Background: an optimization exercise with open tools, aiming at small area, a short achievable clock period and few clock cycles. Do not read the settings as production practice.
Function was checked by simulation only, so behaviour that the tests miss may differ from the original.
Power and IR drop assume default switching activity.

trial 17:
==> flow/design.v (excerpt) <==
module orc_rle2_dec (
    input  wire        clk,
    input  wire        rst,          
    input  wire        cfg_signed,   
    input  wire        in_valid,
    input  wire [7:0]  in_data,
    output wire        in_ready,
    output wire        out_valid,
    output wire [63:0] out_data,
    output wire        out_last,     
    input  wire        out_ready,
    output wire        err           
);
Size in the first run: about 2600 cells after synthesis, ~81 I/O pins.
Settings: LEC_CHECK=0, ABC_CLOCK_PERIOD_IN_PS=3000, CAP_MARGIN=20, CORE_MARGIN=2, CORE_UTILIZATION=60, SLEW_MARGIN=20; clock period 10.0 ns.
standard.sh (not shown) runs the stock make flow with config.mk's settings and CLKGATE_MAP_FILE= SYNTH_SCRIPT=/design/flow/synth_recipe.tcl, a recipe that flattens the netlist after the stock synthesis.
==> flow/flow/run.sh <==
#!/bin/bash
# The standard ORFS layout (the standard.sh, standard synthesis unchanged),
# with a stricter setup-repair target: the resizer keeps repairing until the
# setup slack is at least SETUP_SLACK_MARGIN ns. Constraints and clock period
# are the design's. make's full output goes to make.log here; each ORFS step
# keeps its own log under orfs/logs/.
set -euo pipefail
bash standard.sh SETUP_SLACK_MARGIN=7 finish > make.log 2>&1
Testbench counts of trial 17, summed over its fixed seeds: cycles 46,386.
Modified inputs, trial 45 compared to trial 17
-- flow/design.v --
<<< trial 17, line 48
    reg        sgn;          
    reg [6:0]  width;        
    reg [7:0]  d;      
    reg [70:0] bb;           
    reg [7:0]  hb;           
    reg        hbv;
    reg [3:0]  vi;           
    reg        vsel;         
>>> trial 45, line 48
    reg        sgn;          
    reg [6:0]  width;        
    reg [7:0]  d;            
    reg [78:0] bb;           
    reg [3:0]  vi;           
    reg        vsel;         
<<< trial 17, line 79
    wire take    = take_now | (take_rdy & out_ready);
    wire load_x  = take & ~tok_null;
    wire [2:0]  sh   = d[2:0];
    wire [70:0] bsh  = bb >> sh;
    reg  [63:0] wmask;
    integer k;
>>> trial 45, line 77
    wire take    = take_now | (take_rdy & out_ready);
    wire load_x  = take & ~tok_null;
    wire [3:0]  sh   = d[3:0];
    wire [78:0] bsh  = bb >> sh;
    reg  [63:0] wmask;
    integer k;
<<< trial 17, line 204
        end
        A_DATA: begin
            if (take)
                d_n = (hbv | in_fire) & d_tk[7] ? d_both : d_tk;
            else
                d_n = (hbv | in_fire) & d[7] ? d_in : d;
            if (take) begin
                arem_n = arem - 10'd1;
>>> trial 45, line 202
        end
        A_DATA: begin
            case ({in_fire, take})
            2'b10:   d_n = d_in;
            2'b01:   d_n = d_tk;
            2'b11:   d_n = d_both;
            default: ;
            endcase
            if (take) begin
                arem_n = arem - 10'd1;
<<< trial 17, line 221
        input [7:0] x;
        begin
            lim = (width[6:3] != 4'd0) | (x[2:0] < width[2:0]);
        end
    endfunction
    wire arem_nz = (arem != 10'd0);
    wire arem_gt1 = (arem > 10'd1);
    wire c0_s0 = d[7]    | (arem_nz  & lim(d));
    wire c0_s1 = d[7]    & (d_in[7]   | (arem_nz  & lim(d_in)));
    wire c1_s0 = d_tk[7] | (arem_gt1 & lim(d_tk));
    wire c1_s1 = d_tk[7] & (d_both[7] | (arem_gt1 & lim(d_both)));
    wire src   = hbv | in_fire;
    always @(*) begin
        case (astate)
>>> trial 45, line 221
        input [7:0] x;
        begin
            lim = (x[6:0] < width) & (x[6:3] == 4'd0);
        end
    endfunction
    wire arem_nz = (arem != 10'd0);
    wire arem_gt1 = (arem > 10'd1);
    wire c_nn = d[7]      | (arem_nz & lim(d));
    wire c_in = d_in[7]   | (arem_nz & lim(d_in));
    wire c_tk = ~arem_nz  | d_tk[7]   | (arem_gt1 & lim(d_tk));
    wire c_bo = ~arem_nz  | d_both[7] | (arem_gt1 & lim(d_both));
    always @(*) begin
        case (astate)
<<< trial 17, line 237
        A_SRV:  ir_n = take | (in_fire ? d_in[7] : d[7]);
        A_VAR:  ir_n = take | (in_fire ? in_data[7] : d[7]);
        A_DATA: ir_n = take ? (~arem_nz | (src ? c1_s1 : c1_s0))
                            : (src ? c0_s1 : c0_s0);
        default: ir_n = 1'b0;
        endcase
>>> trial 45, line 236
        A_SRV:  ir_n = take | (in_fire ? d_in[7] : d[7]);
        A_VAR:  ir_n = take | (in_fire ? in_data[7] : d[7]);
        A_DATA: case ({in_fire, take})
                2'b00: ir_n = c_nn;
                2'b10: ir_n = c_in;
                2'b01: ir_n = c_tk;
                default: ir_n = c_bo;
                endcase
        default: ir_n = 1'b0;
        endcase
<<< trial 17, line 279
                else if (vi == 4'd9)
                    bb[63] <= in_data[0];
            end else if (is_srv) begin
                bb <= {bb[62:0], in_data};
            end
        end
        if (is_data && src && (take ? d_tk[7] : d[7]))
            bb <= {bb[62:0], hbv ? hb : in_data};
        if (in_fire)
            hb <= in_data;
    end
    always @(posedge clk) begin
        if (rst)
            hbv <= 1'b0;
        else if (is_data)
            hbv <= src & ~(take ? d_tk[7] : d[7]);
    end
    always @(posedge clk) begin
>>> trial 45, line 282
                else if (vi == 4'd9)
                    bb[63] <= in_data[0];
            end else if (is_srv | is_data) begin
                bb <= {bb[70:0], in_data};
            end
        end
    end
    always @(posedge clk) begin
### Flow results
Changes observed in trial 45 relative to trial 17: maximum frequency up 0.024 GHz, first-iteration DRC count climbed 7.3%, average routed wire per standard cell went down by 0.19 um, latest clock arrival within the worst-skew pair moved up. Comparing trial 45 and trial 17, the higher non-clock buffer count was measured on trial 17. Delta (trial 45 minus trial 17): met2 usage in global routing lower; die area rose by 3000 um2; number of global-route vias before repair rose 3.1%; met1 track demand over resource lower; synthesized area went up. Most common library cell in the layout ignoring fill and taps = nor2_1: trial 17; most common library cell in the layout ignoring fill and taps = nand2_1: trial 45. Trial 17 ended up with in2reg as its kind of critical path; trial 45 ended up with reg2reg.
Testbench counts of trial 45, summed over its fixed seeds: cycles 46,386.

* * *

The RTL this note starts from:
==> flow/design.v <==
module orc_rle2_dec (
    input  wire        clk,
    input  wire        rst,          
    input  wire        cfg_signed,   
    input  wire        in_valid,
    input  wire [7:0]  in_data,
    output wire        in_ready,
    output wire        out_valid,
    output wire [63:0] out_data,
    output wire        out_last,     
    input  wire        out_ready,
    output wire        err           
);
    localparam [1:0] TAG_SR     = 2'd0;
    localparam [1:0] TAG_DIRECT = 2'd1;
    localparam [1:0] TAG_PB     = 2'd2;
    localparam [1:0] TAG_DELTA  = 2'd3;
    localparam [2:0] A_HDR0 = 3'd0;   
    localparam [2:0] A_HDR1 = 3'd1;   
    localparam [2:0] A_SRV  = 3'd2;   
    localparam [2:0] A_VAR  = 3'd3;   
    localparam [2:0] A_DATA = 3'd4;   
    localparam [2:0] A_ERR  = 3'd5;   
    function [6:0] width_of;
        input [4:0] code;
        begin
            if (code < 5'd24)
                width_of = {2'b00, code} + 7'd1;
            else if (code < 5'd28)
                width_of = 7'd26 + {4'd0, code[1:0], 1'b0};
            else
                width_of = 7'd40 + {2'd0, code[1:0], 3'b000};
        end
    endfunction
    function [63:0] zigzag_dec;
        input [63:0] z;
        begin
            zigzag_dec = (z >> 1) ^ {64{z[0]}};
        end
    endfunction
    reg [2:0]  astate;
    reg [1:0]  tag;
    reg        h0_len8;      
    reg [4:0]  h0_code;      
    reg [9:0]  arem;         
    reg        az;           
    reg        a1;           
    reg        lone;         
    reg        fdneg;        
    reg        sgn;          
    reg [6:0]  width;        
    reg [7:0]  d;            
    reg [7:0]  e;            
    reg [70:0] bb;           
    reg [7:0]  hb;           
    reg        hbv;
    reg [3:0]  vi;           
    reg        vsel;         
    reg        ir;           
    reg        errq;         
    reg        xv;
    reg [63:0] xd;
    reg        x_add;        
    reg        x_cin;
    reg [9:0]  x_cnt;        
    reg        xc0;          
    reg        x_last;       
    reg        ov;
    reg [63:0] od;
    reg        ol;
    wire in_fire;
    orc_rle2_dec_late u_in_fire (.p(1'b0), .q(ir), .s(in_valid), .y(in_fire));
    wire out_fire = ov & out_ready;
    wire b_go;
    orc_rle2_dec_late u_b_go (.p(xv & ~ov), .q(xv), .s(out_ready), .y(b_go));
    wire x_cnt0  = xc0;
    wire is_srv  = (astate == A_SRV);
    wire is_var  = (astate == A_VAR);
    wire is_data = (astate == A_DATA);
    wire tok_v   = ~d[7] & (is_srv | is_var | is_data);
    wire tok_null = is_var & vsel & lone;           
    wire take_now = tok_v & (tok_null | ~xv | (x_cnt0 & ~ov));
    wire take_rdy = tok_v & xv & x_cnt0;
    wire take, load_x;
    orc_rle2_dec_late u_take (.p(take_now), .q(take_rdy), .s(out_ready), .y(take));
    orc_rle2_dec_late u_load_x (.p(take_now & ~tok_null), .q(take_rdy & ~tok_null),
                                .s(out_ready), .y(load_x));
    wire [2:0]  sh   = d[2:0];
    wire [70:0] bsh  = bb >> sh;
    reg  [63:0] wmask;
    integer k;
    always @(*)
        for (k = 0; k < 64; k = k + 1)
            wmask[k] = (k < width);
    wire [63:0] ext  = bsh[63:0] & wmask;
    wire        t_zz = is_var | (sgn & (tag != TAG_DELTA));
    wire        t_neg = is_data & (tag == TAG_DELTA) & fdneg;
    wire [63:0] ez   = t_zz ? zigzag_dec(ext) : (t_neg ? ~ext : ext);
    wire t_add  = (is_data & (tag == TAG_DELTA)) | (is_var & vsel);
    wire dw0    = (h0_code == 5'd0);
    wire [9:0] t_cnt = (is_srv) ? arem :
                       (is_var & vsel & dw0) ? arem : 10'd0;
    wire t_last = is_srv | (is_var & ~vsel & lone) |
                  (is_var & vsel & (dw0 | az)) |
                  (is_data & az);
    assign out_valid = ov;
    assign out_data  = od;
    assign out_last  = ol;
    assign err       = errq;
    assign in_ready  = ir;
    wire [6:0] code_w = width_of(h0_code);
    wire       a2     = (arem == 10'd2);
    wire [7:0] d_in   = d + 8'd8;
    wire [7:0] e_in   = e + 8'd8;
    wire [7:0] e_tk   = e - {1'b0, width};
    wire [7:0] e_both = e_tk + 8'd8;
    reg [2:0]  astate_n;
    reg [1:0]  tag_n;
    reg        h0_len8_n;
    reg [4:0]  h0_code_n;
    reg [9:0]  arem_n;
    reg        az_n, a1_n;
    reg        lone_n;
    reg        fdneg_n;
    reg [6:0]  width_n;
    reg [7:0]  d_n;
    reg [7:0]  e_n;
    reg [3:0]  vi_n;
    reg        vsel_n;
    reg        ir_n;
    always @(*) begin
        astate_n  = astate;
        tag_n     = tag;
        h0_len8_n = h0_len8;
        h0_code_n = h0_code;
        arem_n    = arem;
        az_n      = az;
        a1_n      = a1;
        lone_n    = lone;
        fdneg_n   = fdneg;
        width_n   = width;
        d_n       = d;
        e_n       = e;
        vi_n      = vi;
        vsel_n    = vsel;
        case (astate)
        A_HDR0: if (in_fire) begin
            tag_n     = in_data[7:6];
            h0_code_n = in_data[5:1];
            h0_len8_n = in_data[0];
            case (in_data[7:6])
            TAG_SR: begin
                width_n  = {1'b0, in_data[5:3], 3'b000} + 7'd8;
                d_n      = {2'b11, ~in_data[5:3], 3'b000};   
                arem_n   = {7'd0, in_data[2:0]} + 10'd2;
                az_n     = 1'b0;
                a1_n     = 1'b0;
                astate_n = A_SRV;
            end
            TAG_DIRECT: begin
                astate_n = A_HDR1;
            end
            TAG_DELTA: begin
                width_n  = 7'd0;
                astate_n = A_HDR1;
            end
            default: astate_n = A_ERR;
            endcase
        end
        A_HDR1: if (in_fire) begin
            arem_n = {h0_len8, in_data};
            az_n   = ({h0_len8, in_data} == 9'd0);
            a1_n   = ({h0_len8, in_data} == 9'd1);
            lone_n = ({h0_len8, in_data} == 9'd0);
            if (tag == TAG_DELTA) begin
                d_n      = 8'hff;
                vi_n     = 4'd0;
                vsel_n   = 1'b0;
                astate_n = A_VAR;
            end else begin
                width_n  = code_w;
                d_n      = 8'd0 - {1'b0, code_w};
                e_n      = 8'd0 - {code_w, 1'b0};
                astate_n = A_DATA;
            end
        end
        A_SRV: begin
            if (in_fire)
                d_n = d_in;
            if (take)
                astate_n = A_HDR0;
        end
        A_VAR: begin
            if (in_fire) begin
                if (vi != 4'd15)
                    vi_n = vi + 4'd1;
                if (vi < 4'd9)
                    width_n = width + 7'd7;
                else
                    width_n = 7'd64;
                if (!in_data[7])
                    d_n = 8'd0;
            end
            if (take) begin
                arem_n = arem - 10'd1;
                az_n   = a1;
                a1_n   = a2;
                if (!vsel) begin
                    vsel_n  = 1'b1;
                    vi_n    = 4'd0;
                    width_n = 7'd0;
                    d_n     = 8'hff;
                end else begin
                    fdneg_n = ez[63];
                    if (lone || dw0 || az) begin
                        astate_n = A_HDR0;
                    end else begin
                        width_n  = code_w;
                        d_n      = 8'd0 - {1'b0, code_w};
                        e_n      = 8'd0 - {code_w, 1'b0};
                        astate_n = A_DATA;
                    end
                end
            end
        end
        A_DATA: begin
            if (take) begin
                d_n = (hbv | in_fire) & e[7] ? e_in : e;
                e_n = (hbv | in_fire) & e[7] ? e_both : e_tk;
            end else begin
                d_n = (hbv | in_fire) & d[7] ? d_in : d;
                e_n = (hbv | in_fire) & d[7] ? e_in : e;
            end
            if (take) begin
                arem_n = arem - 10'd1;
                az_n   = a1;
                a1_n   = a2;
                if (az)
                    astate_n = A_HDR0;
            end
        end
        A_ERR: ;
        default: astate_n = A_HDR0;
        endcase
    end
    function lim;
        input [7:0] x;
        begin
            lim = (width[6:3] != 4'd0) | (x[2:0] < width[2:0]);
        end
    endfunction
    wire arem_nz = ~az;
    wire arem_gt1 = ~az & ~a1;
    wire c0_s0 = d[7]    | (arem_nz  & lim(d));
    wire c0_s1 = d[7]    & (d_in[7]   | (arem_nz  & lim(d_in)));
    wire c1_s0 = e[7]    | (arem_gt1 & lim(e));
    wire c1_s1 = e[7]    & (e_in[7]   | (arem_gt1 & lim(e_in)));
    wire src, room, app;
    orc_rle2_dec_late u_src (.p(hbv), .q(ir), .s(in_valid), .y(src));
    orc_rle2_dec_late u_room (.p(d[7] | (e[7] & take_now)), .q(e[7] & take_rdy),
                              .s(out_ready), .y(room));
    orc_rle2_dec_late u_app (.p(1'b0), .q(src), .s(room), .y(app));
    always @(*) begin
        case (astate)
        A_HDR0: ir_n = ~(in_fire & (in_data[7:6] == TAG_PB));
        A_HDR1: ir_n = 1'b1;
        A_SRV:  ir_n = take | (in_fire ? d_in[7] : d[7]);
        A_VAR:  ir_n = take | (in_fire ? in_data[7] : d[7]);
        A_DATA: ir_n = take ? (~arem_nz | (src ? c1_s1 : c1_s0))
                            : (src ? c0_s1 : c0_s0);
        default: ir_n = 1'b0;
        endcase
    end
    always @(posedge clk) begin
        sgn <= cfg_signed;
        if (rst) begin
            astate  <= A_HDR0;
            tag     <= TAG_SR;
            h0_len8 <= 1'b0;
            h0_code <= 5'd0;
            arem    <= 10'd0;
            az      <= 1'b1;
            a1      <= 1'b0;
            lone    <= 1'b0;
            fdneg   <= 1'b0;
            width   <= 7'd0;
            d       <= 8'hff;
            e       <= 8'hff;
            vi      <= 4'd0;
            vsel    <= 1'b0;
            ir      <= 1'b1;
        end else begin
            astate  <= astate_n;
            tag     <= tag_n;
            h0_len8 <= h0_len8_n;
            h0_code <= h0_code_n;
            arem    <= arem_n;
            az      <= az_n;
            a1      <= a1_n;
            lone    <= lone_n;
            fdneg   <= fdneg_n;
            width   <= width_n;
            d       <= d_n;
            e       <= e_n;
            vi      <= vi_n;
            vsel    <= vsel_n;
            ir      <= ir_n;
        end
    end
    always @(posedge clk) begin
        if (in_fire) begin
            if (is_var) begin
                if (vi < 4'd9)
                    bb[7*vi +: 7] <= in_data[6:0];
                else if (vi == 4'd9)
                    bb[63] <= in_data[0];
            end else if (is_srv) begin
                bb <= {bb[62:0], in_data};
            end
        end
        if (is_data && app)
            bb <= {bb[62:0], hbv ? hb : in_data};
        if (in_fire)
            hb <= in_data;
    end
    always @(posedge clk) begin
        if (rst)
            hbv <= 1'b0;
        else if (is_data)
            hbv <= src & ~(take ? e[7] : d[7]);
    end
    always @(posedge clk) begin
        if (rst) begin
            xv <= 1'b0;
            ov <= 1'b0;
            errq <= 1'b0;
        end else begin
            errq <= (astate_n == A_ERR) & ~b_go & (~ov | out_ready);
            if (load_x)
                xv <= 1'b1;
            else if (b_go && x_cnt0)
                xv <= 1'b0;
            if (b_go)
                ov <= 1'b1;
            else if (out_fire)
                ov <= 1'b0;
        end
    end
    wire [64:0] sum65 = {od, 1'b1} + {xd, x_cin};
    wire [63:0] sum   = sum65[64:1];
    always @(posedge clk) begin
        if (load_x) begin
            xd     <= ez;
            x_add  <= t_add;
            x_cin  <= t_neg;
            x_cnt  <= t_cnt;
            xc0    <= ~(is_srv | (is_var & vsel & dw0 & ~az));
            x_last <= t_last;
        end else if (b_go && !x_cnt0) begin
            x_cnt  <= x_cnt - 10'd1;
            xc0    <= (x_cnt == 10'd1);
        end
        if (b_go) begin
            od <= x_add ? sum : xd;
            ol <= x_last & x_cnt0;
        end
    end
endmodule
module orc_rle2_dec_late (
    input  wire p,
    input  wire q,
    input  wire s,
    output wire y
);
    assign y = p | (q & s);
endmodule
clock: 10.0 ns
lec_check: 0
abc_clock_period_in_ps: 3000
cap_margin: 20
core_margin: 2
core_utilization: 70
slew_margin: 20
synth_hierarchical: 1
synth_minimum_keep_size: 0
tns_end_percent: 0
==> flow/flow/run.sh <==
#!/bin/bash
# The standard ORFS layout (the standard.sh, standard synthesis unchanged)
# with two changes to how the layout is made, none to the constraints:
#  * the resizer's setup repair aims for 7 ns of setup slack (SETUP_SLACK_MARGIN)
#    on the worst path only (TNS_END_PERCENT 0 in config.mk);
#  * the port buffers that every input and output gets are buf_4 cells.
# make's full output goes to make.log here; each ORFS step keeps its own log
# under orfs/logs/.
set -euo pipefail
bash standard.sh SETUP_SLACK_MARGIN=7 "BUFFER_PORTS_ARGS=-buffer_cell sky130_fd_sc_hd__buf_4" finish > make.log 2>&1
The first run finished clean.
Testbench counts at the start, summed over its fixed seeds: cycles 46,386.
==> next run, changes <==
--- a/flow/design.v
+++ b/flow/design.v
@@ -47,11 +47,11 @@
     reg        a1;           
     reg        lone;         
     reg        fdneg;        
     reg        sgn;          
     reg [6:0]  width;        
-    reg [7:0]  d;            
+    reg [7:0]  d;
     reg [7:0]  e;            
     reg [70:0] bb;           
     reg [7:0]  hb;           
     reg        hbv;
     reg [3:0]  vi;           
@@ -72,10 +72,11 @@
     orc_rle2_dec_late u_in_fire (.p(1'b0), .q(ir), .s(in_valid), .y(in_fire));
     wire out_fire = ov & out_ready;
     wire b_go;
     orc_rle2_dec_late u_b_go (.p(xv & ~ov), .q(xv), .s(out_ready), .y(b_go));
     wire x_cnt0  = xc0;
+    wire x_free  = ~xv | (b_go & x_cnt0);
     wire is_srv  = (astate == A_SRV);
     wire is_var  = (astate == A_VAR);
     wire is_data = (astate == A_DATA);
     wire tok_v   = ~d[7] & (is_srv | is_var | is_data);
     wire tok_null = is_var & vsel & lone;           
@@ -108,10 +109,11 @@
     assign out_last  = ol;
     assign err       = errq;
     assign in_ready  = ir;
     wire [6:0] code_w = width_of(h0_code);
     wire       a2     = (arem == 10'd2);
+    wire [6:0] hdr_w  = width_of(in_data[5:1]);
     wire [7:0] d_in   = d + 8'd8;
     wire [7:0] e_in   = e + 8'd8;
     wire [7:0] e_tk   = e - {1'b0, width};
     wire [7:0] e_both = e_tk + 8'd8;
     reg [2:0]  astate_n;
@@ -156,10 +158,11 @@
                 az_n     = 1'b0;
                 a1_n     = 1'b0;
                 astate_n = A_SRV;
             end
             TAG_DIRECT: begin
+                width_n  = hdr_w;
                 astate_n = A_HDR1;
             end
             TAG_DELTA: begin
                 width_n  = 7'd0;
                 astate_n = A_HDR1;
@@ -176,13 +179,12 @@
                 d_n      = 8'hff;
                 vi_n     = 4'd0;
                 vsel_n   = 1'b0;
                 astate_n = A_VAR;
             end else begin
-                width_n  = code_w;
-                d_n      = 8'd0 - {1'b0, code_w};
-                e_n      = 8'd0 - {code_w, 1'b0};
+                d_n      = 8'd0 - {1'b0, width};
+                e_n      = 8'd0 - {width, 1'b0};
                 astate_n = A_DATA;
             end
         end
         A_SRV: begin
             if (in_fire)
After rerunning: Design area went down slightly. First-iteration DRC count went up slightly. Setup slack got worse by 220 ps. Area after synthesis hardly moves. Register-to-register slack got worse by 240 ps. Clock power went up by a few percent. Routed wire length went up by a few percent. Via count went up slightly. Non-clock buffer count went down by 9. Clock-buffer cell count went down by 5. Die area barely changes. Hold slack got worse by 7.0 ps. Cell count went up slightly. Fmax went down by a few percent.
Testbench counts after the change, summed over its fixed seeds: cycles 46,386.

## re-timing with driven ports
The flow's constraints put no driver on any port. The routed layouts listed below were extracted and timed again, unchanged, in two steps. Step 1 (the two cells are an assumption about what drives the block):
set clk [get_ports {clk}]
set_driving_cell -lib_cell sky130_fd_sc_hd__clkbuf_16 $clk
set_driving_cell -lib_cell sky130_fd_sc_hd__buf_2 [delete_from_list [all_inputs] $clk]
Step 2 also shifts input and output timing later by t, the mid clock arrival at the registers, as if the neighbouring blocks saw the same clock. Three values: ideal, step 1, step 2; two values: the first two.
run	t, ns	setup slack, ns	worst hold slack (ns)	worst register clock-pin slew, ns	pins driven straight from the clock port
trial 17	0.611	6.351 / 6.369 / 5.758	0.474 / 0.474 / 0.474	0.07 / 0.07	1
trial 45	0.631	6.642 / 6.642 / 6.179	0.510 / 0.510 / 0.510	0.07 / 0.07	1
the first run of note 2	0.635	6.764 / 6.707 / 6.174	0.485 / 0.485 / 0.485	0.07 / 0.07	1
the second run of note 2	0.639	6.549 / 6.528 / 5.998	0.478 / 0.478 / 0.478	0.07 / 0.07	1
After both steps setup and hold are still met in every run listed. For trial 17, which loses most, drivers alone change the setup slack by +0.018 ns; drivers and shift together by -0.593 ns.
